This design comes from an exercise in tuning for small area, a short achievable clock period and few clock cycles per item on the open sky130 flow, not from production work.
At most, simulation tests tie the RTL to the original design; equivalence was not proved.
For runs 1 and 2, only the layout was checked, not whether the RTL still works.
Power figures rest on the tool's default switching activity, not on a simulated workload.

## flow/config.mk

```make
export PLATFORM = sky130hd
export DESIGN_NAME = emu_cpu
export DESIGN_NICKNAME = emu_cpu
export VERILOG_FILES = /design/flow/design.v
export SDC_FILE = /design/flow/constraint.sdc
export NUM_CORES = 4
export LEC_CHECK = 0
export ABC_AREA = 1
export CAP_MARGIN = 20
export CORE_MARGIN = 2
export CORE_UTILIZATION = 40
export PLACE_DENSITY = 0.6
export SETUP_SLACK_MARGIN = 2.9
export SLEW_MARGIN = 20
```

## flow/constraint.sdc

```tcl
create_clock -name core_clock -period 5.0 [get_ports {clk}]
set_input_delay 1.0000 -clock core_clock [delete_from_list [all_inputs] [get_ports {clk}]]
set_output_delay 1.0000 -clock core_clock [all_outputs]
set_load 0.01 [all_outputs]
```

## flow/design.v

```verilog
module emu_cpu (
    input  wire        clk,
    input  wire        rst,
    input  wire        tick,
    input  wire        warm,
    output reg         busy,
    output reg         done,
    output reg         mem_re,
    output reg         mem_we,
    output reg  [15:0] mem_addr,
    output wire [7:0]  mem_wdata,
    input  wire [7:0]  mem_rdata,
    output reg  [15:0] pc,
    output reg  [7:0]  a,
    output wire [7:0]  p,
    output reg         halted,
    output wire [31:0] total_cycles
);
    localparam [15:0] BOOT_PC      = 16'h8000;
    localparam [15:0] RESET_VECTOR = 16'hFFFC;
    localparam [1:0] E_OP  = 2'd0,
                     E_IMM = 2'd1,
                     E_LO  = 2'd2,
                     E_HI  = 2'd3;
    reg        run;         
    reg        fin;         
    reg [7:0]  lo;
    reg [1:0]  e;
    reg        is_jmp;      
    reg        is_sta;      
    reg        wflag;       
    reg        arr_q;       
    reg        ea_q;        
    reg        data_q;      
    reg        match_q;     
    reg [2:0]  pend;        
    reg [10:0] frame;
    reg        exh;         
    reg [7:0]  tlo;         
    reg [23:0] thi;         
    reg        tc_q;        
    reg        zf, nf;
    assign p         = {nf, 5'b00000, zf, 1'b0};
    assign mem_wdata = a;
    wire arr     = arr_q & ~match_q;
    wire arr_op  = arr & (e == E_OP);
    wire arr_imm = arr & (e == E_IMM);
    wire arr_lo  = arr & (e == E_LO);
    wire arr_hi  = arr & (e == E_HI);
    assign total_cycles = {thi, tlo};
    wire stop    = arr_op & exh;
    wire exec    = arr_op & ~exh;
    wire jmp_hi  = arr_hi & is_jmp;
    wire ea_hi   = arr_hi & ~is_jmp;
    wire stream  = ~ea_q & ~stop & ~jmp_hi;
    wire [7:0] d = mem_rdata;
    wire op_imm  = (d == 8'hA9);
    wire op_lda  = (d == 8'hAD);
    wire op_sta  = (d == 8'h8D);
    wire op_jmp  = (d == 8'h4C);
    wire op_nop  = (d == 8'hEA);
    wire op_brk  = (d == 8'h00);
    reg [2:0] cost;
    always @(*) begin
        cost = 3'd0;
        if (op_imm | op_nop) cost = 3'd2;
        if (op_lda | op_sta) cost = 3'd4;
        if (op_jmp)          cost = 3'd3;
        if (op_brk)          cost = 3'd7;
    end
    reg ge_a, ge_b;
    always @(*) begin
        case (pend)
            3'd2:    begin ge_a = (frame >= 11'd1362); ge_b = (frame >= 11'd1360); end
            3'd3:    begin ge_a = (frame >= 11'd1361); ge_b = (frame >= 11'd1359); end
            3'd4:    begin ge_a = (frame >= 11'd1360); ge_b = (frame >= 11'd1358); end
            3'd7:    begin ge_a = (frame >= 11'd1357); ge_b = (frame >= 11'd1355); end
            default: begin ge_a = (frame >= 11'd1364); ge_b = (frame >= 11'd1362); end
        endcase
    end
    wire exh_nx = halted | (exec & op_brk) | ge_a | (exec & op_nop & ge_b);
    wire [8:0] tlo_nx = {1'b0, tlo} + {6'd0, pend};
    wire [15:0] ar_inc   = mem_addr + 16'd1;
    wire [15:0] f_inc    = pc + 16'd1;
    wire end_op  = run & (stop | (jmp_hi & wflag));
    always @(posedge clk) begin
        if (rst) begin
            run          <= 1'b0;
            fin          <= 1'b0;
            busy         <= 1'b0;
            done         <= 1'b0;
            mem_re       <= 1'b0;
            mem_we       <= 1'b0;
            mem_addr     <= BOOT_PC;
            pc           <= BOOT_PC;
            a            <= 8'h00;
            zf           <= 1'b0;
            nf           <= 1'b0;
            halted       <= 1'b0;
            tlo          <= 8'd0;
            thi          <= 24'd0;
            tc_q         <= 1'b0;
            arr_q        <= 1'b0;
            ea_q         <= 1'b0;
            data_q       <= 1'b0;
            match_q      <= 1'b0;
            pend         <= 3'd0;
        end else begin
            done         <= 1'b0;
            fin          <= 1'b0;
            frame        <= frame + {8'd0, pend};
            exh          <= exh_nx;
            tlo          <= tlo_nx[7:0];
            tc_q         <= tlo_nx[8];
            thi          <= thi + {23'd0, tc_q};
            lo           <= d;
            pend         <= exec ? cost : 3'd0;
            arr_q        <= run & stream & ~end_op;
            ea_q         <= run & ea_hi;
            mem_we       <= run & ea_hi & is_sta;
            mem_re       <= ~(run & ea_hi & is_sta);
            data_q       <= ea_q & ~is_sta;
            match_q      <= ea_hi & is_sta & ({d, lo} == mem_addr);
            if (run) begin
                if (stop | (ea_q & match_q))
                    mem_addr <= pc;
                else if (arr_hi)
                    mem_addr <= {d, lo};
                else if (ea_q)
                    mem_addr <= f_inc;
                else
                    mem_addr <= ar_inc;
                if (stream)
                    pc <= mem_addr;
            end
            if (fin & wflag)
                pc <= mem_addr;
            if (arr_imm | data_q) begin
                a  <= d;
                zf <= (d == 8'h00);
                nf <= d[7];
            end
            if (exec) begin
                if (op_imm)
                    e <= E_IMM;
                if (op_lda | op_sta | op_jmp)
                    e <= E_LO;
                is_jmp <= op_jmp;
                is_sta <= op_sta;
                if (op_brk)
                    halted <= 1'b1;
            end
            if (arr_imm)
                e <= E_OP;
            if (arr_lo)
                e <= E_HI;
            if (arr_hi)
                e <= E_OP;
            if (!busy) begin
                if (tick) begin
                    frame  <= 11'd0;
                    exh    <= 1'b0;
                    e      <= E_OP;
                    wflag  <= 1'b0;
                    busy   <= 1'b1;
                    if (halted)
                        fin <= 1'b1;
                    else
                        run <= 1'b1;
                end else if (warm) begin
                    mem_addr <= RESET_VECTOR;
                    e        <= E_LO;
                    is_jmp   <= 1'b1;
                    wflag    <= 1'b1;
                    busy     <= 1'b1;
                    run      <= 1'b1;
                end
            end
            if (end_op) begin
                run <= 1'b0;
                fin <= 1'b1;
            end
            if (fin) begin
                busy <= 1'b0;
                done <= 1'b1;
            end
        end
    end
endmodule
```

## flow/flow/run.sh

```bash
#!/bin/bash
# Standard layout, with every port buffered by sky130_fd_sc_hd__buf_1.
set -euo pipefail
bash standard.sh BUFFER_PORTS_ARGS="-buffer_cell sky130_fd_sc_hd__buf_1" finish > standard.log 2>&1
```

## flow/standard.sh

```bash
#!/bin/bash
# synth_recipe.tcl (not shown) runs the flow's synth.tcl, then flattens the netlist and writes it again
# the make line also repeats each setting of config.mk as NAME=value (left out here)
make -C /OpenROAD-flow-scripts/flow DESIGN_CONFIG=/design/flow/config.mk WORK_HOME=/design/flow/orfs CLKGATE_MAP_FILE= SYNTH_SCRIPT=/design/flow/synth_recipe.tcl "${@:-finish}"
```

==> results of run 1 <==
## final timing paths
kind                               endpoint         from  slack (ps)  depth (start not counted)
worst max-delay path            mem_addr[7]  mem_addr[7]        2960                          1
worst min-delay path                   done          fin         450                          2
worst max register to register      thi[20]       thi[0]        2970                         12
worst min register to register         done          fin         450                          2
## per-layer routing
metal	GRT usage [%]	vias up	routed length, um
met3	6.317	31	1422
met1	29.55	2807	8393
met5	0	-	0
met4	8.376	0	376
li1	-	3125	-
met2	33.62	223	8224
## worst min-delay path, stage by stage, from the launching register on
cell and delay [ps]:
dfxtp_1 320, inv_1 60, nor2_1 30
## sequential cells by signal, indices dropped and copies added (netlist names), 2 cells and up
signal	count
a	7
e	2
frame	11
lo	8
mem_addr	16
pc	16
pend	3
thi	24
tlo	8
## area by class of cell
type | count | area, um2
fillers | 1562 | 7745
multi-input cells | 627 | 3147
flip-flops and latches | 113 | 2520
repair buffers | 113 | 530.5
clock buffers | 20 | 479.2
inverters | 116 | 456.7
well taps | 211 | 264.0
clock inverters | 12 | 116.4
## cell usage in the layout (no fill, tap or decap), drive strengths merged
cell type and n:
clkinv 3, nand3b 2, nand2 200, dfxtp 88, a2111oi 1, xor2 6, edfxtp 25, nor3 20
o21bai 1, o211ai 3, a21oi 89, o21a 3, o31ai 1, buf 110, o21ai 92, a221oi 2
clkbuf 23, bufinv 1, clkinvlp 1, or2 3, nor4 6, o22ai 11, conb 6, a31oi 3
and3 2, fa 2, xnor2 2, nand3 34, nand4 14, a211oi 4, inv 123, ha 9
nor2 107, nor3b 4
## report_power, final
group | total, mW | internal (mW) | switching [mW]
sequential | 1.03 | 0.980 | 0.0517
clock | 1.22 | 0.751 | 0.468
combinational | 0.261 | 0.0801 | 0.180
total | 2.51 | 1.81 | 0.700
## logic make-up (layout without fill, tap and decap cells)
logic type / Yosys count / in the layout / share of synthesized area (%)
AND/OR/NAND/NOR: 392 / 392 / 27.08
AO/OA/AOI/OAI: 210 / 210 / 18.05
buffers and inverters: 160 / 261 / 11.23
flip-flops: 113 / 113 / 40.04
adder cells (fa/ha/maj): 11 / 11 / 2.433
XOR/XNOR: 8 / 8 / 1.117
other: 1 / 6 / 0.05976
## synthesized netlist by cell type (all sizes together) (3+ instances only)
| library cell | number | share of area, % |
|---|---|---|
| o21a | 3 | 0.36 |
| nand4 | 14 | 1.4 |
| or2 | 3 | 0.30 |
| nand2 | 200 | 12 |
| o211ai | 3 | 0.36 |
| o21ai | 92 | 7.7 |
| nor2 | 107 | 7.1 |
| o22ai | 11 | 1.1 |
| ha | 9 | 1.8 |
| a211oi | 4 | 0.48 |
| nor4 | 6 | 0.60 |
| dfxtp | 88 | 28 |
| clkbuf | 13 | 0.78 |
| a21oi | 89 | 7.1 |
| xor2 | 6 | 0.84 |
| nand3 | 34 | 2.9 |
| nor3 | 20 | 1.6 |
| nor3b | 4 | 0.48 |
| buf | 31 | 3.5 |
| a31oi | 3 | 0.30 |
| inv | 116 | 6.9 |
| edfxtp | 25 | 12 |
## metrics by stage
stage | setup WS (ps) | power [mW] | cells | hold slack [ps]
6_report | 2957 | 2.511 | 1212 | 446.1
5_1_grt | 2789 | 2.612 | 1212 | 476.5
4_1_cts | 2890 | 2.522 | 1200 | 453.3
3_5_place_dp | 2381 | 1.299 | 1168 | 443.9
3_3_place_gp | 2408 | 1.299 | 1168 | 442.4
2_1_floorplan | 3037 | 1.214 | 900 | 416.5
## what timing repair did
item,CTS,global route
resized for setup,14,21
setup buffers,0,11
pin swaps,0,2
setup endpoints to repair,36,40
hold endpoints to repair,0,0
cloned,0,1
==> summary.txt, run 1 <==
Die
  – Io pins: around 110
  – Effective utilization at floorplan: 41.12%
  – Die ar.: roughly 17,000 um2
  – Die height: between 100 and 150 um
  – Core ar.: 15,260 um2
  – Horiz. Die Dim: ~130 um
  – FP Rows: between 40 and 50

Global route
  – GRT Util Overall: between 20 and 25%
  – Vias in the first global route: ~5.6k
  – Pin count of the biggest net entering global routing: between 60 and 70
  – First-pass GRT wire length: about 29,000 um
  – Initial antenna violation count: 0
  – Grt ovf: 0

Timing
  – Worst slew pin tran: between 600 and 700 ps
  – Final setup TNS: 0 ps
  – RSZ-0062 raised after global routing: true
  – Pins over their slew limit: 0
  – Final worst path period share: ~41%
  – Final setup fails: 0
  – Final Hold Viols: 0
  – Max-Slew Margin vs Limit: 58.85%
  – Fin crit period: 2043 ps
  – Final Skew: 10.98 ps
  – Fmax: between 0.4 and 0.5 GHz

Status
  – Result of the run: timing/DRC/antenna clean

Setup path
  – Worst EP required: roughly 4000 ps
  – Worst Path Max Fanout: 4
  – CP delay by family, top: flip-flops
  – Critical Path Source Type: flip-flop
  – Crit Path Category: flip-flop to primary output
  – Worst Setup End Kind: primary output
  – Worst Path Arrival: approximately 1000 ps
  – Critical Path, Cell by Cell: buf_1
  – CP max stage delay: 440 ps
  – Buf/Inv on CP: 1
  – Slowest cell on crit path: dfxtp_1

Clock tree
  – CTS Hold Bufs: 0
  – CTS max path bufs: 2
  – Clock Sinks: 113
  – CTS Root Cell: clkbuf_16
  – Cts bufs inserted: 17
  – Clock latency (worst-skew pair): 430 ps
  – CTS tree: built
  – Clock-pin slew on the worst setup and hold paths: 60 ps
  – H-tree lvl count: 4

Drt
  – Drt pass-1 iters: 5
  – Vias per std cell: 5.104
  – Antenna Nets Post-Route: 0
  – Initial drt markers: about 420
  – WL final: 18,420 um
  – Vias post-DR: just over 6k
  – DRC: 0
  – WL/cell: 15.19 um

Synth
  – Async S/R FF share, synth: 0%
  – Top_reg_cell synth: dfxtp_1
  – Sequential share of the synthesized area: 40.04%
  – Syn Area/Cell: 7.011 um2
  – Syn. warnings: 1
  – Number of enable flip-flop cells after synthesis: 25
  – Synth Register Bits: 113
  – Cells after synthesis: just under 900
  – Post-Syn Area: between 6000 and 7000 um2
  – Unique masters post-synth: 43

Power
  – Power Density: 334.2 nW/um2
  – P_leak: 2.993 nW
  – Worst VDD drop: approximately 0.25 mV

Place
  – Area after DPL: 6680 um2
  – Gp weighted congestion: around 0.93
  – DP Wirelength: around 13,000 um
  – I/O Buffers: 98

Min path
  – Worst Hold Class: flip-flop to flip-flop

Cells and area
  – Ant diodes: 0
  – Core Util, Final: roughly 49%
  – Fin nets: 1,011
  – Post-route cell area: roughly 7500 um2
  – Layout area overhead: 19.74%
  – Layout cells sized above 1: a little under a tenth

Flow run
  – Max-cap violations: 0
==> run 2: changes to the inputs <==
--- a/flow/config.mk
+++ b/flow/config.mk
@@ -12,3 +12,3 @@
 export PLACE_DENSITY = 0.6
-export SETUP_SLACK_MARGIN = 2.9
+export SETUP_SLACK_MARGIN = 2.7
 export SLEW_MARGIN = 20
==> summary.txt, run 2 <==
Place
  – DP Wirelength: 12,770 um (unchanged)
  – Pre-CTS WS: 2381 ps (unchanged)
  – I/O Buffers: 98 (unchanged)
  – Gp weighted congestion: 0.9323 (unchanged)

Timing
  – Final Hold Viols: 0 (unchanged)
  – Final WS setup: 2825 ps (-132.0 ps)
  – Worst slew pin tran: 853.8 ps (+236.5 ps)
  – RSZ-0062 raised after global routing: true
  – Max-Slew Margin vs Limit: 42.92% (-16 points)
  – Final Skew: 11.49 ps (+0.5159 ps)
  – Final setup TNS: 0 ps (unchanged)
  – Fmax: 0.4597 GHz (-6.1%)
  – Fin crit period: 2175 ps (+132.0 ps)
  – Final setup fails: 0 (unchanged)
  – Final worst path period share: 43.50% (+2.6 points)
  – Pins over their slew limit: 0 (unchanged)

Clock tree
  – CTS Root Cell: clkbuf_16
  – CTS Hold Bufs: 0 (unchanged)
  – Clock Sinks: 113 (unchanged)
  – Clock latency (worst-skew pair): 430 ps (about the same)
  – CTS tree: built
  – H-tree lvl count: 4 (unchanged)
  – Clock-pin slew on the worst setup and hold paths: 60 ps (about the same)
  – Cts bufs inserted: 17 (unchanged)
  – CTS max path bufs: 2 (unchanged)

Global route
  – Initial antenna violation count: 0 (unchanged)
  – Pin count of the biggest net entering global routing: 63 (unchanged)
  – Vias in the first global route: 5,572 (-0.23%)
  – First-pass GRT wire length: 28,470 um (-0.19%)
  – Grt ovf: 0 (unchanged)
  – GRT Util Overall: 21.97% (-0.037 points)

Power
  – Worst VDD drop: 0.2488 mV (+1.5%)
  – P_leak: 2.920 nW (-2.4%)
  – Power Density: 341.3 nW/um2 (+2.1%)

Drt
  – WL/cell: 15.01 um (-1.2%)
  – Antenna Nets Post-Route: 0 (unchanged)
  – Initial drt markers: 414 (-1.7%)
  – Drt pass-1 iters: 7 (+2)
  – WL final: 18,070 um (-1.9%)
  – Vias post-DR: 6,123 (-1.0%)
  – Vias per std cell: 5.086 (-0.36%)
  – DRC: 0 (unchanged)

Die
  – Effective utilization at floorplan: 41.12% (unchanged)
  – Horiz. Die Dim: 129.2 um (unchanged)
  – FP Rows: 45 (unchanged)
  – Core ar.: 15,260 um2 (unchanged)
  – Io pins: 105 (unchanged)
  – Die height: 129.2 um (unchanged)
  – Die ar.: 16,700 um2 (unchanged)

Synth
  – Top_reg_cell synth: dfxtp_1
  – Post-Syn Area: 6275 um2 (unchanged)
  – Commonest cells in the netlist: nand2_1, inv_1, nor2_1, a21oi_1, dfxtp_1
  – Syn. warnings: 1 (unchanged)
  – Synth Register Bits: 113 (unchanged)
  – Number of enable flip-flop cells after synthesis: 25 (unchanged)
  – Area leader, netlist: dfxtp_1
  – Cells after synthesis: 895 (unchanged)
  – Most frequent cell after synthesis: nand2_1
  – Async S/R FF share, synth: 0% (unchanged)
  – Post-synth top area share: 28.08% (unchanged)
  – Synth area leaders: dfxtp_1, edfxtp_1, nand2_1
  – Sequential share of the synthesized area: 40.04% (unchanged)
  – Syn Area/Cell: 7.011 um2 (unchanged)
  – Unique masters post-synth: 43 (unchanged)

Setup path
  – Critical Path Source Type: input pin
  – Critical Path, Cell by Cell: clkbuf_2 > buf_4 > inv_2 > buf_4 > o21ai_0 > a21oi_1
  – Worst EP required: 5350 ps (+1350 ps)
  – CP delay by family, top: buffers and inverters
  – CP most frequent cell: buf_4
  – Worst Setup End Kind: flip-flop
  – Slowest cell on crit path: buf_4
  – Crit Path Category: input pin to flip-flop
  – Buf/Inv on CP: 4 (+3)
  – Worst Path Max Fanout: 62 (+58)
  – R2R setup slack: 2850 ps (-120 ps)
  – Worst Path Arrival: 2520 ps (+1480 ps)
  – CP max stage delay: 570 ps (+130 ps)

Cells and area
  – Commonest non-fill, non-tap cells in the layout: nand2_1, inv_1, buf_1, nor2_1, a21oi_1
  – Layout area overhead: 16.91%
  – Most common cell after layout, fill and taps aside: nand2_1
  – Regs by FF count: thi: 24 flops, mem_addr: 16 flops, pc: 16 flops
  – Max FFs per register: 24 (unchanged)
  – Ant diodes: 0 (unchanged)
  – Biggest register: thi
  – Fin nets: 1,003 (-0.79%)
  – Layout cells sized above 1: 7.452% (-2.0 points)

Min path
  – Worst Hold Class: flip-flop to flip-flop

Status
  – Result of the run: timing/DRC/antenna clean

Flow run
  – Max-cap violations: 0 (unchanged)
## run 2: cell counts after synthesis
No cell type changed its count.
## run 2: worst reg2reg max path: stages (launching register included)
cell and delay (ps):
dfxtp_1 320, buf_6 270, inv_8 140, o21ai_4 540, inv_2 280, o21ai_0 160
o22ai_1 130, a21oi_1 150, nor2_1 50
## run 2: path summary, 6_finish.rpt
path / start / endpoint / depth (start not counted)
worst max-delay path: rst / thi[8] / 6
worst min register to register: fin / done / 2
worst max register to register: ea_q / mem_addr[3] / 8
worst min-delay path: fin / done / 2
## run 2: final cells by class
type / count / area, um2
Clock buffer: 20 / 479.2
Sequential cell: 113 / 2514
Tap cell: 211 / 264.0
Inverter: 116 / 442.9
Multi-Input combinational cell: 627 / 3094
Clock inverter: 12 / 116.4
Fill cell: 1579 / 7923
Timing Repair Buffer: 105 / 425.4
## run 2: cell families (layout without fill, tap and decap cells)
| kind of cell | after synthesis | after routing | synth area share [%] |
|---|---|---|---|
| AND/OR/NAND/NOR | 392 | 392 | 27.08 |
| adder cells (fa/ha/maj) | 11 | 11 | 2.433 |
| XOR/XNOR | 8 | 8 | 1.117 |
| AO/OA/AOI/OAI | 210 | 210 | 18.05 |
| other | 1 | 6 | 0.05976 |
| buffers and inverters | 160 | 253 | 11.23 |
| flip-flops | 113 | 113 | 40.04 |
## run 2: layer usage
layer  global-route usage (%)  share of wire (%)  vias to the layer above
li1                         -                  -                     3112
met1                    29.77                 46                     2776
met4                    8.120                1.9                        0
met2                    33.62                 45                      205
met5                        0                  0                        -
met3                    5.945                7.9                       30
## run 2: what timing repair did
| item | in CTS | in global routing |
|---|---|---|
| buffers inserted | 0 | 4 |
| gates resized for setup | 3 | 5 |
| pin swaps | 0 | 1 |
| endpoints found under the setup margin | 22 | 22 |
| cloned | 0 | 0 |
## run 2: through the flow
| step | cell area [um2] | hold slack (ps) | cells | util, % | power, mW |
|---|---|---|---|---|---|
| 3_3_place_gp | 6680 | 442.4 | 1168 | 43.78 | 1.299 |
| 5_1_grt | 7336 | 476.5 | 1204 | 48.08 | 2.604 |
| 4_1_cts | 7283 | 453.3 | 1200 | 47.73 | 2.520 |
| 3_5_place_dp | 6680 | 443.9 | 1168 | 43.78 | 1.299 |
| 2_1_floorplan | 6295 | 416.5 | 900 | - | 1.214 |
| 6_report | 7336 | 447.4 | 1204 | 48.08 | 2.504 |
## run 2: where the power goes
part	internal (mW)	switching [mW]	total [mW]
clock	0.751	0.469	1.22
combinational	0.0768	0.176	0.253
sequential	0.980	0.0515	1.03
==> run 3: changes to the inputs <==
--- a/flow/design.v
+++ b/flow/design.v
@@ -9,6 +9,6 @@
     output reg         mem_we,
-    output reg  [15:0] mem_addr,
+    output wire [15:0] mem_addr,
     output wire [7:0]  mem_wdata,
     input  wire [7:0]  mem_rdata,
-    output reg  [15:0] pc,
+    output wire [15:0] pc,
     output reg  [7:0]  a,
@@ -24,5 +24,7 @@
                      E_HI  = 2'd3;
+    reg [15:0] f;
+    reg [7:0]  hi;
+    reg [7:0]  lo;
     reg        run;         
     reg        fin;         
-    reg [7:0]  lo;
     reg [1:0]  e;
@@ -42,4 +44,7 @@
     reg        zf, nf;
-    assign p         = {nf, 5'b00000, zf, 1'b0};
-    assign mem_wdata = a;
+    assign mem_addr     = f;
+    assign pc           = f;
+    assign p            = {nf, 5'b00000, zf, 1'b0};
+    assign mem_wdata    = a;
+    assign total_cycles = {thi, tlo};
     wire arr     = arr_q & ~match_q;
@@ -49,3 +54,2 @@
     wire arr_hi  = arr & (e == E_HI);
-    assign total_cycles = {thi, tlo};
     wire stop    = arr_op & exh;
@@ -54,3 +58,3 @@
     wire ea_hi   = arr_hi & ~is_jmp;
-    wire stream  = ~ea_q & ~stop & ~jmp_hi;
+    wire stream  = run & ~ea_q & ~stop & ~jmp_hi;
     wire [7:0] d = mem_rdata;
@@ -82,4 +86,3 @@
     wire [8:0] tlo_nx = {1'b0, tlo} + {6'd0, pend};
-    wire [15:0] ar_inc   = mem_addr + 16'd1;
-    wire [15:0] f_inc    = pc + 16'd1;
+    wire [15:0] inc = (ea_q ? {hi, lo} : f) + 16'd1;
     wire end_op  = run & (stop | (jmp_hi & wflag));
@@ -91,6 +94,4 @@
             done         <= 1'b0;
-            mem_re       <= 1'b0;
             mem_we       <= 1'b0;
-            mem_addr     <= BOOT_PC;
-            pc           <= BOOT_PC;
+            f            <= BOOT_PC;
             a            <= 8'h00;
@@ -105,3 +106,2 @@
             data_q       <= 1'b0;
-            match_q      <= 1'b0;
             pend         <= 3'd0;
@@ -115,5 +115,4 @@
             thi          <= thi + {23'd0, tc_q};
-            lo           <= d;
             pend         <= exec ? cost : 3'd0;
-            arr_q        <= run & stream & ~end_op;
+            arr_q        <= stream & ~end_op;
             ea_q         <= run & ea_hi;
@@ -122,17 +121,17 @@
             data_q       <= ea_q & ~is_sta;
-            match_q      <= ea_hi & is_sta & ({d, lo} == mem_addr);
+            match_q      <= ea_hi & is_sta & ({d, lo} == f);
+            if (stream) begin
+                hi <= f[15:8];
+                lo <= f[7:0];
+            end
+            if (arr_lo)
+                lo <= d;
             if (run) begin
                 if (stop | (ea_q & match_q))
-                    mem_addr <= pc;
+                    f <= {hi, lo};
                 else if (arr_hi)
-                    mem_addr <= {d, lo};
-                else if (ea_q)
-                    mem_addr <= f_inc;
+                    f <= {d, lo};
                 else
-                    mem_addr <= ar_inc;
-                if (stream)
-                    pc <= mem_addr;
+                    f <= inc;
             end
-            if (fin & wflag)
-                pc <= mem_addr;
             if (arr_imm | data_q) begin
@@ -170,8 +169,8 @@
                 end else if (warm) begin
-                    mem_addr <= RESET_VECTOR;
-                    e        <= E_LO;
-                    is_jmp   <= 1'b1;
-                    wflag    <= 1'b1;
-                    busy     <= 1'b1;
-                    run      <= 1'b1;
+                    f      <= RESET_VECTOR;
+                    e      <= E_LO;
+                    is_jmp <= 1'b1;
+                    wflag  <= 1'b1;
+                    busy   <= 1'b1;
+                    run    <= 1'b1;
                 end
--- a/flow/config.mk
+++ b/flow/config.mk
@@ -7,3 +7,2 @@
 export LEC_CHECK = 0
-export ABC_AREA = 1
 export CAP_MARGIN = 20
@@ -12,3 +11,3 @@
 export PLACE_DENSITY = 0.6
-export SETUP_SLACK_MARGIN = 2.7
+export SETUP_SLACK_MARGIN = 2.9
 export SLEW_MARGIN = 20
==> summary.txt, run 3 <==
Status
  – Result of the run: timing/DRC/antenna clean

Synth
  – Post-Syn Area: 5936 um2 (-5.4%)
  – Syn Area/Cell: 9.076 um2 (+29%)
  – Syn. warnings: 1 (unchanged)
  – Cells after synthesis: 654 (-27%)
  – Area leader, netlist: dfxtp_1
  – Top_reg_cell synth: dfxtp_1
  – Synth area leaders: dfxtp_1, edfxtp_1, xor2_1
  – Sequential share of the synthesized area: 41.32% (+1.3 points)
  – Post-synth top area share: 23.61% (-4.5 points)
  – Async S/R FF share, synth: 0% (unchanged)
  – Unique masters post-synth: 74 (+72%)
  – Most frequent cell after synthesis: nor2_1
  – Number of enable flip-flop cells after synthesis: 35 (+40%)
  – Synth Register Bits: 105 (-7.1%)
  – Commonest cells in the netlist: nor2_1, dfxtp_1, nand2_1, xor2_1, a21oi_1

Global route
  – GRT Util Overall: 19.90% (-2.1 points)
  – Top Usage Layer GRT: met2
  – Grt met2 use: 31.70% (-1.9 points)
  – Pin count of the biggest net entering global routing: 65 (+3.2%)
  – Grt ovf: 0 (unchanged)
  – Vias in the first global route: 4,874 (-13%)
  – First-pass GRT wire length: 25,230 um (-11%)
  – Initial antenna violation count: 0 (unchanged)
  – Met3 GRT Util: 2.804% (-3.1 points)
  – Met1 usage: 27.07% (-2.7 points)

Place
  – Gp weighted congestion: 0.8653 (-7.2%)
  – DP Wirelength: 10,890 um (-15%)
  – I/O Buffers: 98 (unchanged)

Power
  – Worst VDD drop: 0.1941 mV (-22%)
  – Total chip power: 1.938 mW (-23%)
  – P_leak: 2.553 nW (-13%)
  – Power Density: 277.2 nW/um2 (-19%)

Setup path
  – Worst Setup End Kind: flip-flop
  – Worst r2r path cells: 6 (-2)
  – CP max stage delay: 680 ps (+110 ps)
  – Worst Path Arrival: 2270 ps (-250 ps)
  – Crit path capture: exh
  – Reg2reg start: frame[9]
  – Reg-to-Reg End: exh
  – Crit Path Category: flip-flop to flip-flop
  – Worst EP required: 5190 ps (-160 ps)
  – Critical Path, Cell by Cell: nor2_1 > nand4_1 > or4b_2 > o21ai_0 > nand4b_1 > o211ai_1
  – Worst Path Max Fanout: 6 (-90%)
  – R2R setup slack: 2930 ps (+80 ps)
  – Slowest cell on crit path: or4b_2
  – Worst setup startpoint: frame[9]
  – Critical Path Source Type: flip-flop

Die
  – Effective utilization at floorplan: 40.84% (-0.28 points)
  – Die ar.: 15,830 um2 (-5.2%)
  – Core ar.: 14,530 um2 (-4.7%)
  – Die height: 125.8 um (-2.7%)
  – FP Rows: 44 (-2.2%)
  – Horiz. Die Dim: 125.8 um (-2.7%)
  – Io pins: 105 (unchanged)

Cells and area
  – Ant diodes: 0 (unchanged)
  – Max FFs per register: 24 (unchanged)
  – Biggest register: thi
  – Layout area overhead: 17.81%
  – Commonest non-fill, non-tap cells in the layout: buf_1, nor2_1, dfxtp_1, nand2_1, xor2_1
  – Fin nets: 767 (-24%)
  – Regs by FF count: thi: 24 flops, f: 16 flops, frame: 11 flops
  – Most common cell after layout, fill and taps aside: buf_1
  – Layout cells sized above 1: 16.69% (+9.2 points)

Clock tree
  – H-tree lvl count: 3 (-1)
  – Cts bufs inserted: 9 (-8)
  – CTS Root Cell: clkbuf_16
  – CTS tree: built
  – Clock-pin slew on the worst setup and hold paths: 70 ps (about the same)
  – Clock Sinks: 105 (-7.1%)
  – Clock latency (worst-skew pair): 350 ps (-80 ps)
  – CTS Hold Bufs: 0 (unchanged)
  – CTS max path bufs: 2 (unchanged)

Timing
  – Final setup TNS: 0 ps (unchanged)
  – Worst slew pin tran: 614.3 ps (-239.4 ps)
  – Final setup fails: 0 (unchanged)
  – Final Skew: 8.603 ps (-2.889 ps)
  – Max-Slew Margin vs Limit: 58.77% (+16 points)
  – Fmax: 0.4821 GHz (+4.9%)
  – RSZ-0062 raised after global routing: true
  – Fin crit period: 2074 ps (-101.0 ps)
  – Final Hold Viols: 0 (unchanged)
  – Final worst path period share: 41.48% (-2.0 points)
  – Pins over their slew limit: 0 (unchanged)

Flow run
  – Max-cap violations: 0 (unchanged)

Drt
  – Drt pass-1 iters: 16 (+9)
  – Vias post-DR: 5,316 (-13%)
  – WL/cell: 17.62 um (+17%)
  – Vias per std cell: 5.698 (+12%)
  – Initial drt markers: 436 (+5.3%)
  – DRC: 0 (unchanged)
  – WL final: 16,440 um (-9.0%)
  – Antenna Nets Post-Route: 0 (unchanged)

Min path
  – Worst Hold Class: flip-flop to flip-flop
## run 3: changes by cell type in the layout (fill, tap and decap cells not counted), sizes merged, moves of 16 or more
cell,previous run,this run
buf,104,128
xor2,6,43
mux2i,0,16
o21ai,92,28
dfxtp,88,70
nand2,200,52
nor2,107,77
inv,123,18
a21oi,89,36
## run 3: how the worst min path moves through the flow
| stage | start | end | slack, ps | cells past startpoint |
|---|---|---|---|---|
| 2_1_floorplan | fin | busy | 390 | 1 |
| 3_3_place_gp | fin | busy | 410 | 1 |
| 3_5_place_dp | fin | busy | 410 | 1 |
| 4_1_cts | fin | busy | 420 | 1 |
| 5_1_grt | fin | busy | 430 | 1 |
| 6_report | fin | busy | 420 | 1 |
## run 3: final cells by class
type                            count  area (um2)
Sequential cell                   105        2476
Multi-Input combinational cell    477        3261
Fill cell                        1392        7541
Clock buffer                       10       229.0
Timing Repair Buffer              132       675.6
Tap cell                          184       230.2
Inverter                           18       73.82
Timing Repair inverter              1       5.005
Clock inverter                      6       42.54
## run 3: routing by layer
| layer | vias up | part of all wire (%) |
|---|---|---|
| met5 | - | 0 |
| met1 | 2550 | 44 |
| li1 | 2502 | - |
| met2 | 223 | 47 |
| met4 | 0 | 2.7 |
| met3 | 41 | 6.2 |
## run 3: cell families (layout without fill, tap and decap cells)
group / Yosys count / in the layout / synth area share [%]
simple gates: 249 / 249 / 20.85
compound gates: 127 / 127 / 14.52
flops: 105 / 105 / 41.32
buf+inv: 77 / 167 / 7.525
xor+xnor: 58 / 58 / 8.558
mux: 26 / 26 / 4.595
fa+ha+maj: 11 / 11 / 2.572
other cells: 1 / 6 / 0.06318
## run 3: power breakdown
| group | switching (mW) | internal [mW] |
|---|---|---|
| Combinational | 0.163 | 0.110 |
| Sequential | 0.0674 | 0.926 |
| Clock | 0.331 | 0.341 |
| Total | 0.562 | 1.38 |
## run 3: worst max-delay path, delay by kind of cell, from the launching register on
family | cells | cell delay [ps]
simple gates | 4 | 1130
flops | 1 | 480
compound gates | 2 | 310
## run 3: per-stage QoR
stage	instances	setup slack, ps	cell area (um2)	util (%)	hold WS [ps]
floorplan	659	2597	6053	-	389.5
global placement	885	2127	6261	43.08	407.4
detailed placement	885	2102	6261	43.08	407.6
CTS	913	2862	6689	46.02	417.9
global route	933	2807	6993	48.11	427.1
finish	933	2926	6993	48.11	419.0
## run 3: timing repair
| action | CTS | global route |
|---|---|---|
| setup buffers | 11 | 20 |
| cloned | 1 | 0 |
| endpoints found under the setup margin | 58 | 56 |
| gates resized for setup | 20 | 44 |
| pin swaps | 2 | 9 |
Testbench counts of run 3, summed over its fixed seeds: cycles 128,529, ticks 80.
==> run 4: changes to the inputs <==
--- a/flow/config.mk
+++ b/flow/config.mk
@@ -7,2 +7,3 @@
 export LEC_CHECK = 0
+export ABC_AREA = 1
 export CAP_MARGIN = 20
@@ -11,3 +12,3 @@
 export PLACE_DENSITY = 0.6
-export SETUP_SLACK_MARGIN = 2.9
+export SETUP_SLACK_MARGIN = 3.1
 export SLEW_MARGIN = 20
==> summary.txt, run 4 <==
Synth
  – Number of enable flip-flop cells after synthesis: 35 (unchanged)
  – Sequential share of the synthesized area: 40.80% (-0.52 points)
  – Post-Syn Area: 6011 um2 (+1.3%)
  – Top_reg_cell synth: dfxtp_1
  – Commonest cells in the netlist: nand2_1, inv_1, nor2_1, dfxtp_1
  – Unique masters post-synth: 48 (-35%)
  – Cells after synthesis: 816 (+25%)
  – Area leader, netlist: dfxtp_1
  – Synth Register Bits: 105 (unchanged)
  – Post-synth top area share: 23.31% (-0.29 points)
  – Most frequent cell after synthesis: nand2_1
  – Syn. warnings: 1 (unchanged)
  – Synth area leaders: dfxtp_1, edfxtp_1, nand2_1
  – Async S/R FF share, synth: 0% (unchanged)
  – Syn Area/Cell: 7.366 um2 (-19%)

Power
  – P_leak: 3.367 nW (+32%)
  – Logic pwr share: 15.6% (+1.5 points)
  – Switch share: 28.69% (-0.31 points)
  – Clk pwr share: 35.1% (+0.4 points)
  – Total chip power: 1.956 mW (+0.90%)
  – NetSw: 561.0 uW (-0.19%)
  – Sequential share of power: 49.3% (-1.9 points)
  – Cell Int Power: 1.395 mW (+1.3%)
  – Worst VDD drop: 0.2179 mV (+12%)
  – Power Density: 250.6 nW/um2 (-9.6%)

Setup path
  – Worst Path Max Fanout: 5 (-1)
  – CP delay by family, top: flip-flops
  – Worst Setup End Kind: primary output
  – R2R setup slack: 3150 ps (+220 ps)
  – Worst Path Arrival: 880 ps (-1390 ps)
  – CP max stage delay: 390 ps (-290 ps)
  – Critical Path, Cell by Cell: buf_2
  – Buf/Inv on CP: 1 (+1)
  – Worst EP required: 4000 ps (-1190 ps)
  – Crit Path Category: flip-flop to primary output
  – Slowest cell on crit path: dfxtp_2
  – Critical Path Source Type: flip-flop

Cells and area
  – Most common cell after layout, fill and taps aside: nand2_1
  – Fin nets: 968 (+26%)
  – Biggest register: thi
  – Commonest non-fill, non-tap cells in the layout: nand2_1, inv_1, nor2_1, buf_4, a21oi_1
  – Ant diodes: 0 (unchanged)
  – Post-route cell area: 7804 um2 (+12%)
  – Layout area overhead: 29.83%
  – Regs by FF count: thi: 24 flops, f: 16 flops, frame: 11 flops
  – Core Util, Final: 53.49% (+5.4 points)
  – Layout cells sized above 1: 31.68% (+15 points)
  – Max FFs per register: 24 (unchanged)

Timing
  – Final setup fails: 0 (unchanged)
  – Final Skew: 7.029 ps (-1.575 ps)
  – Final Hold Viols: 0 (unchanged)
  – Final worst path period share: 37.62% (-3.9 points)
  – Fmax: 0.5316 GHz (+10%)
  – Final setup TNS: 0 ps (unchanged)
  – Max-Slew Margin vs Limit: 62.96% (+4.2 points)
  – Fin crit period: 1881 ps (-193.2 ps)
  – Pins over their slew limit: 0 (unchanged)
  – Worst slew pin tran: 555.6 ps (-58.69 ps)
  – RSZ-0062 raised after global routing: true

Global route
  – Initial antenna violation count: 0 (unchanged)
  – First-pass GRT wire length: 26,230 um (+4.0%)
  – Grt ovf: 0 (unchanged)
  – Met3 GRT Util: 5.188% (+2.4 points)
  – GRT Util Overall: 20.26% (+0.36 points)
  – Grt met2 use: 32.37% (+0.67 points)
  – Top Usage Layer GRT: met2
  – Met1 usage: 27.48% (+0.41 points)
  – Vias in the first global route: 5,185 (+6.4%)
  – Pin count of the biggest net entering global routing: 42 (-35%)

Clock tree
  – Clock-pin slew on the worst setup and hold paths: 80 ps (about the same)
  – Clock Sinks: 105 (unchanged)
  – Cts bufs inserted: 9 (unchanged)
  – CTS tree: built
  – H-tree lvl count: 3 (unchanged)
  – CTS Root Cell: clkbuf_16
  – CTS max path bufs: 2 (unchanged)
  – Clock latency (worst-skew pair): 350 ps (about the same)

Drt
  – WL final: 16,850 um (+2.5%)
  – Vias per std cell: 5.125 (-10%)
  – Antenna Nets Post-Route: 0 (unchanged)
  – Vias post-DR: 5,812 (+9.3%)
  – WL/cell: 14.85 um (-16%)
  – Initial drt markers: 413 (-5.3%)
  – DRC: 0 (unchanged)
  – Drt pass-1 iters: 5 (-11)

Die
  – Die ar.: 16,020 um2 (+1.2%)
  – FP Rows: 44 (unchanged)
  – Core ar.: 14,590 um2 (+0.38%)
  – Horiz. Die Dim: 126.6 um (+0.61%)
  – Io pins: 105 (unchanged)
  – Die height: 126.6 um (+0.61%)
  – Effective utilization at floorplan: 41.20% (+0.36 points)

Place
  – Gp weighted congestion: 0.8794 (+1.6%)
  – I/O Buffers: 98 (unchanged)
  – DP Wirelength: 11,460 um (+5.3%)
  – Area after DPL: 6380 um2 (+1.9%)

Status
  – Result of the run: timing/DRC/antenna clean

Min path
  – Worst Hold Class: flip-flop to flip-flop

Flow run
  – Max-cap violations: 0 (unchanged)
-- run 4: changes by cell type after synthesis, moves of 7 or more --
cell     delta
nand2_2     +9
a21oi_1    +21
xnor2_1    -13
o21ai_0    +30
inv_1      +87
or3_1       -7
nor2_1     +14
xor2_1     -33
nand2_1   +114
mux2_2     -10
nor2b_1    -12
nor2_2      +9
nand3_1    +11
mux2i_1    -16
-- run 4: layout make-up --
| cell class | instances | area [um2] |
|---|---|---|
| fillers | 1352 | 6785 |
| clock buffers | 10 | 239.0 |
| flip-flops and latches | 105 | 2562 |
| multi-input cells | 557 | 3182 |
| repair inverters | 1 | 8.758 |
| repair buffers | 163 | 1080 |
| well taps | 184 | 230.2 |
| clock inverters | 6 | 48.80 |
| inverters | 108 | 452.9 |
-- run 4: routing by layer --
metal  up-vias  wire length (um)
met3        19              1300
met1      2645              7689
li1       2927                 -
met4         0               254
met5         -                 0
met2       221              7600
-- run 4: what timing repair did --
action | in CTS | in global routing
buffers inserted | 28 | 34
setup endpoints to repair | 111 | 117
hold buffers | 0 | 0
gates resized for setup | 127 | 129
cloned | 0 | 1
pin swaps | 16 | 40
-- run 4: path summary, 6_finish.rpt --
path	from	cells after the start	to
worst max-delay path	f[10]	1	pc[10]
worst min-delay path	fin	1	busy
worst max register to register	frame[0]	10	frame[10]
worst min register to register	fin	1	busy
-- run 4: power groups by stage --
| stage | Combinational [mW] | Clock [mW] | Sequential (mW) |
|---|---|---|---|
| after floorplan | 0.187 | 0 | 0.975 |
| after global placement | 0.233 | 0 | 0.991 |
| after detailed placement | 0.231 | 0 | 0.992 |
| after CTS | 0.265 | 0.709 | 0.966 |
| after global routing | 0.335 | 0.737 | 0.969 |
| final | 0.304 | 0.687 | 0.964 |
-- run 4: through the flow --
step	worst slack (ps)	instances	hold slack [ps]
2_1_floorplan	3020	821	392.5
3_3_place_gp	2369	1055	408.5
3_5_place_dp	2297	1055	416.5
4_1_cts	3046	1099	408.7
5_1_grt	3030	1134	419.6
6_report	3119	1134	404.6
-- run 4: logic make-up after synthesis --
group                    share of synthesized area (%)
AO/OA/AOI/OAI                                    15.05
XOR/XNOR                                         1.749
adder cells (fa/ha/maj)                          2.540
buffers and inverters                            12.49
flip-flops                                       40.80
other                                          0.06239
AND/OR/NAND/NOR                                  27.31
==> run 5: changes to the inputs <==
--- a/flow/config.mk
+++ b/flow/config.mk
@@ -11,4 +11,6 @@
 export CORE_UTILIZATION = 40
+export CTS_CLUSTER_DIAMETER = 100
+export CTS_CLUSTER_SIZE = 50
 export PLACE_DENSITY = 0.6
-export SETUP_SLACK_MARGIN = 3.1
+export SETUP_SLACK_MARGIN = 3.0
 export SLEW_MARGIN = 20
==> summary.txt, run 5 <==
Cells and area
  – Sequential cell area: 2479 um2 (-3.3%)
  – Most common cell after layout, fill and taps aside: nand2_1
  – Multi-input gate area: 3064 um2 (-3.7%)
  – Layout cells sized above 1: 16.96% (-15 points)
  – Layout Cells excl Fill: 1,104 (-2.6%)
  – Fin nets: 938 (-3.1%)
  – Biggest register: thi
  – Max FFs per register: 24 (unchanged)
  – Regs by FF count: thi: 24 flops, f: 16 flops, frame: 11 flops
  – Post-route cell area: 7223 um2 (-7.4%)
  – Filler cell count: 1,468 (+8.6%)
  – Core Util, Final: 49.51% (-4.0 points)
  – Layout area overhead: 20.17%
  – Commonest non-fill, non-tap cells in the layout: nand2_1, inv_1, buf_1, nor2_1, o21ai_0
  – Ant diodes: 0 (unchanged)

Drt
  – Drt pass-1 iters: 4 (-1)
  – Initial drt markers: 402 (-2.7%)
  – Met1 Wirelength: 7786 um (+1.3%)
  – Met2 routed wirelength: 7096 um (-6.6%)
  – DRC: 0 (unchanged)
  – Vias post-DR: 5,566 (-4.2%)
  – Highest Signal Layer: met4
  – WL/cell: 14.74 um (-0.74%)
  – Vias per std cell: 5.042 (-1.6%)
  – WL final: 16,280 um (-3.4%)
  – Antenna Nets Post-Route: 0 (unchanged)
  – WL met3: 1119 um (-14%)

Setup path
  – Worst Path Arrival: 2140 ps (+1260 ps)
  – Worst Path Max Fanout: 5 (unchanged)
  – CP delay by family, top: simple AND/OR/NAND/NOR gates
  – Worst Setup End Kind: flip-flop
  – CP max stage delay: 190 ps (-200 ps)
  – Slowest cell on crit path: buf_2
  – Worst EP required: 5120 ps (+1120 ps)
  – Critical Path, Cell by Cell: buf_2 > inv_6 > nand2_2 > nor3_2 > nand4_1 > nor2_1 > nor2_1 > nand2_1 > nor2_1 > nand3_1 > nand2_1 > inv_1
  – Buf/Inv on CP: 3 (+2)
  – CP most frequent cell: nor2_1
  – Critical Path Source Type: input pin
  – Crit Path Category: input pin to flip-flop

Timing
  – Fin crit period: 2025 ps (+143.8 ps)
  – Fmax: 0.4939 GHz (-7.1%)
  – RSZ-0062 raised after global routing: true
  – Pins over their slew limit: 0 (unchanged)
  – Final Skew: 9.207 ps (+2.178 ps)
  – Final setup TNS: 0 ps (unchanged)
  – Final worst path period share: 40.50% (+2.9 points)
  – Final setup fails: 0 (unchanged)
  – Final Hold Viols: 0 (unchanged)
  – Worst slew pin tran: 513.3 ps (-42.38 ps)
  – Max-Slew Margin vs Limit: 65.78% (+2.8 points)

Place
  – I/O Buffers: 98 (unchanged)
  – Area after DPL: 6360 um2 (-0.31%)
  – Placed Cells: 1,057 (+0.19%)
  – DP Wirelength: 11,600 um (+1.2%)
  – Gp weighted congestion: 0.8602 (-2.2%)

Die
  – Horiz. Die Dim: 126.6 um (unchanged)
  – Io pins: 105 (unchanged)
  – FP Rows: 44 (unchanged)
  – Effective utilization at floorplan: 41.20% (unchanged)
  – Die ar.: 16,020 um2 (unchanged)
  – Die height: 126.6 um (unchanged)
  – Core ar.: 14,590 um2 (unchanged)

Clock tree
  – Clock-pin slew on the worst setup and hold paths: 70 ps (about the same)
  – Clock latency (worst-skew pair): 360 ps (about the same)
  – H-tree lvl count: 3 (unchanged)
  – CTS Root Cell: clkbuf_16
  – CTS max path bufs: 2 (unchanged)
  – CTS Hold Bufs: 0 (unchanged)
  – CTS tree: built
  – Cts bufs inserted: 9 (unchanged)
  – Clock Sinks: 105 (unchanged)

Global route
  – First-pass GRT wire length: 25,390 um (-3.2%)
  – Vias in the first global route: 4,973 (-4.1%)
  – Pin count of the biggest net entering global routing: 29 (-31%)
  – Grt ovf: 0 (unchanged)
  – GRT Util Overall: 19.62% (-0.64 points)
  – Initial antenna violation count: 0 (unchanged)

Power
  – Power Density: 270.8 nW/um2 (+8.1%)
  – Worst VDD drop: 0.2175 mV (-0.19%)
  – P_leak: 2.887 nW (-14%)

Synth
  – Sequential share of the synthesized area: 40.80% (unchanged)
  – Cells after synthesis: 816 (unchanged)
  – Area leader, netlist: dfxtp_1
  – Syn Area/Cell: 7.366 um2 (unchanged)
  – Post-synth top area share: 23.31% (unchanged)
  – Async S/R FF share, synth: 0% (unchanged)
  – Synth area leaders: dfxtp_1, edfxtp_1, nand2_1
  – Post-Syn Area: 6011 um2 (unchanged)
  – Number of enable flip-flop cells after synthesis: 35 (unchanged)
  – Unique masters post-synth: 48 (unchanged)
  – Commonest cells in the netlist: nand2_1, inv_1, nor2_1, dfxtp_1
  – Most frequent cell after synthesis: nand2_1
  – Top_reg_cell synth: dfxtp_1
  – Syn. warnings: 1 (unchanged)
  – Synth Register Bits: 105 (unchanged)

Min path
  – Worst Hold Class: flip-flop to flip-flop

Flow run
  – Max-cap violations: 0 (unchanged)

Status
  – Result of the run: timing/DRC/antenna clean
## run 5: cell counts after synthesis
Identical to the previous run, type by type.
## run 5: kinds of logic (layout without fill, tap and decap cells)
family,count (synthesis),in the layout,share of synthesized area [%]
DFF,105,105,40.80
AOI/OAI and AO/OA,158,158,15.05
other,1,6,0.06239
buffers and inverters,159,258,12.49
and+or+nand+nor,370,370,27.31
xor gates and xnor gates,12,12,1.749
adders and majority gates,11,11,2.540
## run 5: final timing paths
kind / cells after the start / slack, ps / end / startpoint
hold reg to reg: 1 / 420 / busy / fin
setup / recovery: 12 / 2980 / exh / mem_rdata[4]
setup reg to reg: 10 / 3080 / frame[10] / frame[0]
hold / removal: 1 / 420 / busy / fin
## run 5: through the flow
stage | total power, mW | setup slack [ps] | hold WS [ps]
floorplan | 1.158 | 3005 | 392.5
global placement | 1.217 | 2417 | 409.5
detailed placement | 1.218 | 2354 | 403.4
CTS | 1.949 | 2905 | 419.8
global route | 2.034 | 2835 | 431.7
finish | 1.956 | 2975 | 417.6
## run 5: power by group
group          switching [mW]  total [mW]  internal (mW)
Combinational           0.167       0.254         0.0872
Clock                   0.341       0.730          0.390
Sequential             0.0491       0.972          0.923
## run 5: layout make-up
cell class              count  area share, %
flip-flops and latches    105          34.31
well taps                 184          3.187
repair inverters            1         0.1559
clock inverters             5         0.5889
repair buffers            133          9.544
clock buffers              11          3.655
multi-input cells         557          42.42
inverters                 108          6.132
## run 5: what timing repair did
| item | CTS | global route |
|---|---|---|
| cloned | 0 | 2 |
| endpoints found under the setup margin | 93 | 56 |
| pin swaps | 5 | 23 |
| buffers inserted | 7 | 22 |
| resized for setup | 30 | 61 |
## run 5: per-layer routing
layer	vias up	global-route usage [%]
li1	2855	-
met5	-	0
met3	29	3.501
met2	187	30.36
met4	0	6.464
met1	2495	27.78
==> run 6: changes to the inputs <==
--- a/flow/config.mk
+++ b/flow/config.mk
@@ -11,6 +11,4 @@
 export CORE_UTILIZATION = 40
-export CTS_CLUSTER_DIAMETER = 100
-export CTS_CLUSTER_SIZE = 50
 export PLACE_DENSITY = 0.6
-export SETUP_SLACK_MARGIN = 3.0
+export SETUP_SLACK_MARGIN = 2.9
 export SLEW_MARGIN = 20
==> summary.txt, run 6 <==
Min path
  – Worst Hold Class: flip-flop to flip-flop

Drt
  – WL final: 15,900 um (-2.3%)
  – WL/cell: 14.64 um (-0.68%)
  – Vias post-DR: 5,541 (-0.45%)
  – Drt pass-1 iters: 4 (unchanged)
  – Initial drt markers: 311 (-23%)
  – DRC: 0 (unchanged)
  – Vias per std cell: 5.102 (+1.2%)
  – Antenna Nets Post-Route: 0 (unchanged)

Cells and area
  – Fin nets: 920 (-1.9%)
  – Post-route cell area: 6868 um2 (-4.9%)
  – Max FFs per register: 24 (unchanged)
  – Regs by FF count: thi: 24 flops, f: 16 flops, frame: 11 flops
  – Commonest non-fill, non-tap cells in the layout: nand2_1, inv_1, buf_1, nor2_1, dfxtp_1
  – Layout area overhead: 14.26%
  – Most common cell after layout, fill and taps aside: nand2_1
  – Ant diodes: 0 (unchanged)
  – Layout cells sized above 1: 11.75% (-5.2 points)
  – Biggest register: thi

Timing
  – RSZ-0062 raised after global routing: true
  – Max-Slew Margin vs Limit: 63.80% (-2.0 points)
  – Worst slew pin tran: 543.0 ps (+29.75 ps)
  – Pins over their slew limit: 0 (unchanged)
  – Final worst path period share: 40.99% (+0.50 points)
  – Fin crit period: 2050 ps (+24.83 ps)
  – Final setup fails: 0 (unchanged)
  – Fmax: 0.4879 GHz (-1.2%)
  – Final setup TNS: 0 ps (unchanged)
  – Final Skew: 12.49 ps (+3.285 ps)
  – Final Hold Viols: 0 (unchanged)

Synth
  – Post-Syn Area: 6011 um2 (unchanged)
  – Unique masters post-synth: 48 (unchanged)
  – Top_reg_cell synth: dfxtp_1
  – Post-synth top area share: 23.31% (unchanged)
  – Synth Register Bits: 105 (unchanged)
  – Most frequent cell after synthesis: nand2_1
  – Commonest cells in the netlist: nand2_1, inv_1, nor2_1, dfxtp_1
  – Synth area leaders: dfxtp_1, edfxtp_1, nand2_1
  – Syn Area/Cell: 7.366 um2 (unchanged)
  – Cells after synthesis: 816 (unchanged)
  – Number of enable flip-flop cells after synthesis: 35 (unchanged)
  – Sequential share of the synthesized area: 40.80% (unchanged)
  – Area leader, netlist: dfxtp_1
  – Async S/R FF share, synth: 0% (unchanged)
  – Syn. warnings: 1 (unchanged)

Power
  – P_leak: 2.744 nW (-4.9%)
  – Worst VDD drop: 0.1278 mV (-41%)
  – Total chip power: 1.863 mW (-4.8%)
  – Power Density: 271.2 nW/um2 (+0.15%)

Setup path
  – Worst Setup End Kind: primary output
  – Critical Path, Cell by Cell: buf_1
  – Buf/Inv on CP: 1 (-2)
  – Worst EP required: 4000 ps (-1120 ps)
  – CP delay by family, top: flip-flops
  – Critical Path Source Type: flip-flop
  – CP max stage delay: 510 ps (+320 ps)
  – Worst Path Max Fanout: 6 (+1)
  – Crit Path Category: flip-flop to primary output
  – Worst Path Arrival: 1050 ps (-1090 ps)
  – Slowest cell on crit path: dfxtp_1

Clock tree
  – Clock Sinks: 105 (unchanged)
  – CTS max path bufs: 2 (unchanged)
  – CTS Root Cell: clkbuf_16
  – CTS tree: built
  – Clock latency (worst-skew pair): 350 ps (about the same)
  – H-tree lvl count: 3 (unchanged)
  – Clock-pin slew on the worst setup and hold paths: 80 ps (about the same)
  – Cts bufs inserted: 9 (unchanged)

Global route
  – Pin count of the biggest net entering global routing: 42 (+45%)
  – Vias in the first global route: 4,968 (-0.10%)
  – Initial antenna violation count: 0 (unchanged)
  – Grt ovf: 0 (unchanged)
  – First-pass GRT wire length: 25,410 um (+0.11%)
  – GRT Util Overall: 19.77% (+0.15 points)

Die
  – Die height: 126.6 um (unchanged)
  – FP Rows: 44 (unchanged)
  – Die ar.: 16,020 um2 (unchanged)
  – Effective utilization at floorplan: 41.20% (unchanged)
  – Core ar.: 14,590 um2 (unchanged)
  – Io pins: 105 (unchanged)
  – Horiz. Die Dim: 126.6 um (unchanged)

Place
  – DP Wirelength: 11,700 um (+0.87%)
  – Gp weighted congestion: 0.9077 (+5.5%)
  – Area after DPL: 6320 um2 (-0.63%)
  – I/O Buffers: 98 (unchanged)

Flow run
  – Max-cap violations: 0 (unchanged)

Status
  – Result of the run: timing/DRC/antenna clean
-- run 6: worst paths after layout --
path              slack, ps  cells after the start          end     start
setup / recovery       2950                      1  mem_addr[8]      f[8]
hold / removal          430                      2         done       fin
setup reg to reg       3010                     10    frame[10]  frame[0]
hold reg to reg         430                      2         done       fin
-- run 6: cell type report --
type	instances	area (um2)
clock buffer	13	240.2
timing repair buffer	116	526.8
tap	184	230.2
fill	1492	7721
inverter	108	414.1
multi-input combinational	557	2977
sequential	105	2464
clock inverter	3	16.27
-- run 6: kinds of logic (layout without fill, tap and decap cells) --
group / Yosys count / after routing / synth area share, %
AOI/OAI and AO/OA: 158 / 158 / 15.05
xor gates and xnor gates: 12 / 12 / 1.749
adders and majority gates: 11 / 11 / 2.540
buffers and inverters: 159 / 240 / 12.49
DFF: 105 / 105 / 40.80
other: 1 / 6 / 0.06239
and+or+nand+nor: 370 / 370 / 27.31
-- run 6: where the power goes --
group / internal [mW] / switching (mW) / leakage, nW
Sequential: 0.922 / 0.0510 / 0.909
Clock: 0.338 / 0.312 / 0.128
Combinational: 0.0786 / 0.162 / 1.71
Total: 1.34 / 0.524 / 2.74
-- run 6: through the flow --
step | util (%) | hold WS, ps | worst slack (ps) | std cells
finish | 47.08 | 431.1 | 2950 | 1086
global route | 47.08 | 449.0 | 2846 | 1086
global placement | 43.32 | 403.6 | 2393 | 1056
floorplan | - | 392.5 | 2797 | 821
CTS | 45.45 | 433.8 | 2885 | 1074
detailed placement | 43.32 | 412.2 | 2380 | 1056
-- run 6: timing repair --
action,in CTS,in global routing
buffers inserted,2,12
endpoints found under the hold margin,0,0
endpoints found under the setup margin,40,46
hold buffers,0,0
pin swaps,1,10
gates resized for setup,16,36
-- run 6: routing by layer --
layer	wire length, um	global-route usage [%]	vias up
met5	0	0	-
met4	216	7.111	0
met3	1059	3.669	17
met2	6986	30.45	167
met1	7641	27.78	2535
li1	-	-	2822
==> run 7: changes to the inputs <==
==> flow/flow/run.sh (replaced) <==
#!/bin/bash
# Standard layout, with every port buffered by sky130_fd_sc_hd__buf_1 and
# ABC's area script (used with ABC_AREA 1) replaced by flow/abc_area.script.
set -euo pipefail
W=$PWD
rm -rf "$W/scripts_mod"
cp -r "$FLOW_HOME/scripts" "$W/scripts_mod"
cp "$W/flow/abc_area.script" "$W/scripts_mod/abc_area.script"
bash standard.sh SCRIPTS_DIR="$W/scripts_mod" BUFFER_PORTS_ARGS="-buffer_cell sky130_fd_sc_hd__buf_1" finish > standard.log 2>&1
==> flow/flow/abc_area.script (new file) <==
strash
&get -n
&deepsyn -T 20
&put
dch -f
amap
topo
buffer -c
dnsize -c
==> summary.txt, run 7 <==
Status
  – Result of the run: timing/DRC/antenna clean

Min path
  – Worst Hold Class: flip-flop to flip-flop
  – Hold Crit Start: fin
  – Hold depth: 1 (-1)
  – WHS Endpoint: busy

Timing
  – Final Skew: 11.10 ps (-1.396 ps)
  – Final Hold Viols: 0 (unchanged)
  – Fin crit period: 2997 ps (+947.5 ps)
  – Fmax: 0.3337 GHz (-32%)
  – Final worst path period share: 59.94% (+19 points)
  – Hold Slack: 470.7 ps (+39.61 ps)
  – Pins over their slew limit: 0 (unchanged)
  – Final setup TNS: 0 ps (unchanged)
  – RSZ-0062 raised after global routing: true
  – Final setup fails: 0 (unchanged)

Synth
  – Cells after synthesis: 615 (-25%)
  – Top_reg_cell synth: dfxtp_1
  – Post-synth top area share: 26.82% (+3.5 points)
  – Number of enable flip-flop cells after synthesis: 35 (unchanged)
  – Async S/R FF share, synth: 0% (unchanged)
  – Synth area leaders: dfxtp_1, edfxtp_1, inv_1
  – Commonest cells in the netlist: inv_1, nor2_1, dfxtp_1, nand2_1, o21ai_0
  – Unique masters post-synth: 48 (unchanged)
  – Sequential share of the synthesized area: 46.93% (+6.1 points)
  – Syn Area/Cell: 8.496 um2 (+15%)
  – Most frequent cell after synthesis: inv_1
  – Area leader, netlist: dfxtp_1
  – Syn. warnings: 1 (unchanged)
  – Post-Syn Area: 5225 um2 (-13%)
  – Synth Register Bits: 105 (unchanged)

Place
  – I/O Buffers: 98 (unchanged)
  – DP Wirelength: 10,460 um (-11%)
  – Area after DPL: 5788 um2 (-8.4%)
  – Gp weighted congestion: 0.9436 (+4.0%)

Cells and area
  – Post-route cell area: 7562 um2 (+10%)
  – Most common cell after layout, fill and taps aside: buf_4
  – Filler cell count: 1,104 (-26%)
  – Multi-input gate area: 2865 um2 (-3.7%)
  – Biggest register: thi
  – Regs by FF count: thi: 24 flops, f: 16 flops, frame: 11 flops
  – Core Util, Final: 59.68% (+13 points)
  – Sequential cell area: 2476 um2 (+0.51%)
  – Ant diodes: 0 (unchanged)
  – Commonest non-fill, non-tap cells in the layout: buf_4, buf_1, inv_1, dfxtp_1, nor2_1
  – Max FFs per register: 24 (unchanged)
  – Layout cells sized above 1: 36.20% (+24 points)
  – Fin nets: 819 (-11%)
  – Layout area overhead: 44.73%

Drt
  – Vias per std cell: 5.513 (+8.0%)
  – Drt pass-1 iters: 4 (unchanged)
  – Antenna Nets Post-Route: 0 (unchanged)
  – DRC: 0 (unchanged)
  – WL final: 17,290 um (+8.7%)
  – Initial drt markers: 266 (-14%)
  – WL/cell: 17.77 um (+21%)
  – Vias post-DR: 5,364 (-3.2%)

Setup path
  – Worst Path Max Fanout: 3 (-3)
  – R2R setup slack: 2000 ps (-1010 ps)
  – CP delay by family, top: simple AND/OR/NAND/NOR gates
  – Crit Path Category: flip-flop to flip-flop
  – Reg2reg start: thi[0]
  – Worst r2r path cells: 23 (+13)
  – Slowest cell on crit path: dfxtp_4
  – Critical Path Source Type: flip-flop
  – CP max stage delay: 360 ps (-150 ps)
  – Worst Path Arrival: 3250 ps (+2200 ps)
  – Critical Path, Cell by Cell: ha_4 > nand3_4 > nor2_4 > nand2_2 > nor2_2 > nand2_1 > nor2_2 > nand2_2 > nor2_4 > nand2_2 > nor2_4 > nand2_2 > nor2_4 > nand2_2 > nor2_4 > nand2_2 > nor2_4 > nand2_2 > nor2_4 > and2_4 > nand3_2 > o21ai_1 > a21oi_1
  – Buf/Inv on CP: 0 (-1)
  – Worst EP required: 5260 ps (+1260 ps)
  – Reg-to-Reg End: thi[23]
  – Worst Setup End Kind: flip-flop
  – Worst setup startpoint: thi[0]

Die
  – Die height: 118.3 um (-6.6%)
  – Core ar.: 12,670 um2 (-13%)
  – FP Rows: 41 (-6.8%)
  – Die ar.: 13,990 um2 (-13%)
  – Horiz. Die Dim: 118.3 um (-6.6%)
  – Effective utilization at floorplan: 41.24% (about the same)
  – Io pins: 105 (unchanged)

Global route
  – First-pass GRT wire length: 25,730 um (+1.3%)
  – Initial antenna violation count: 0 (unchanged)
  – Vias in the first global route: 5,042 (+1.5%)
  – Pin count of the biggest net entering global routing: 28 (-33%)
  – GRT Util Overall: 23.34% (+3.6 points)
  – Grt ovf: 0 (unchanged)

Clock tree
  – CTS tree: built
  – Clock Sinks: 105 (unchanged)
  – Cts bufs inserted: 9 (unchanged)
  – H-tree lvl count: 3 (unchanged)
  – CTS max path bufs: 2 (unchanged)
  – CTS Root Cell: clkbuf_16
  – Clock latency (worst-skew pair): 360 ps (about the same)
  – Clock-pin slew on the worst setup and hold paths: 80 ps (about the same)

Power
  – Power Density: 268.9 nW/um2 (-0.85%)
  – Total chip power: 2.034 mW (+9.2%)
  – P_leak: 2.807 nW (+2.3%)
  – Worst VDD drop: 0.1590 mV (+24%)

Flow run
  – Max-cap violations: 0 (unchanged)
[run 7: logic make-up (layout without fill, tap and decap cells)]
family	after synthesis	after routing	synth area share, %
other cells	1	6	0.07177
fa+ha+maj	11	11	2.922
simple gates	196	196	17.27
buf+inv	133	314	12.45
compound gates	169	169	20.35
flops	105	105	46.93
[run 7: per-stage QoR]
stage	instances	setup WS (ps)
after floorplan	620	2066
after global placement	846	1657
after detailed placement	846	1536
after CTS	937	2055
after global routing	973	1798
final	973	2003
[run 7: final cells by class]
type | count | area share (%)
Multi-Input combinational cell | 382 | 37.89
Clock inverter | 7 | 1.075
Timing Repair Buffer | 210 | 17.59
Clock buffer | 9 | 2.978
Inverter | 87 | 4.765
Tap cell | 172 | 2.846
Sequential cell | 105 | 32.74
Timing Repair inverter | 1 | 0.1158
[run 7: worst max path at each step]
stage                   end  slack (ps)  cells after the start
global placement        exh        1660                     16
CTS                     exh        2050                     16
finish              thi[23]        2000                     23
global route        thi[23]        1800                     23
detailed placement      exh        1540                     16
floorplan               exh        2070                     15
[run 7: metal layers]
layer  track usage [%]  vias to the layer above  routed length, um
met5                 0                        -                  0
met4             12.27                        0                747
met3             4.633                       58               1026
met2             39.60                      238               8649
met1             27.83                     2565               6868
li1                  -                     2503                  -
[run 7: power breakdown]
| part | internal, mW | total [mW] | switching [mW] |
|---|---|---|---|
| sequential | 0.929 | 0.981 | 0.0524 |
| clock | 0.399 | 0.753 | 0.354 |
| combinational | 0.108 | 0.300 | 0.192 |
| total | 1.44 | 2.03 | 0.598 |
[run 7: what timing repair did]
action / in CTS / in global routing
cloned: 1 / 0
buffers inserted: 74 / 36
endpoints found under the setup margin: 104 / 66
gates resized for setup: 98 / 78
hold buffers: 0 / 0
pin swaps: 29 / 46

-- static timing again, ports no longer ideal --
The flow's constraints put no driver on any port. The routed layouts listed below were extracted and timed again, unchanged, in two steps.
Step 1: set_driving_cell puts a clkbuf_16 on clk and a buf_2 on each other input, an assumption about the parent block.
Step 2 also shifts input and output timing later by t, the mid clock arrival at the registers, as if the neighbouring blocks saw the same clock.
a / b / c = ideal ports / drivers / drivers and shift; a / b = the first two.
| run | t, ns | slack for setup (ns) | worst setup path at the end | worst register clock-pin slew, ns | worst data-port slew with drivers (ns) |
|---|---|---|---|---|---|
| run 1 | 0.462 | 2.957 / 2.915 / 2.554 | input to register | 0.06 / 0.06 | 0.05 |
| run 2 | 0.464 | 2.825 / 2.846 / 2.382 | input to register | 0.06 / 0.06 | 0.05 |
| run 3 | 0.389 | 2.926 / 2.893 / 2.550 | input to register | 0.07 / 0.07 | 0.04 |
| run 4 | 0.390 | 3.119 / 3.076 / 2.770 | input to register | 0.08 / 0.08 | 0.06 |
| run 5 | 0.389 | 2.975 / 2.991 / 2.604 | input to register | 0.08 / 0.08 | 0.05 |
| run 6 | 0.384 | 2.950 / 2.915 / 2.600 | input to register | 0.08 / 0.08 | 0.05 |
| run 7 | 0.401 | 2.003 / 2.003 / 1.761 | input to register | 0.08 / 0.08 | 0.08 |
After both steps every run listed still meets setup and hold. The setup slack of run 2, which loses most, moves by +0.021 ns with the drivers and by -0.443 ns with both steps.
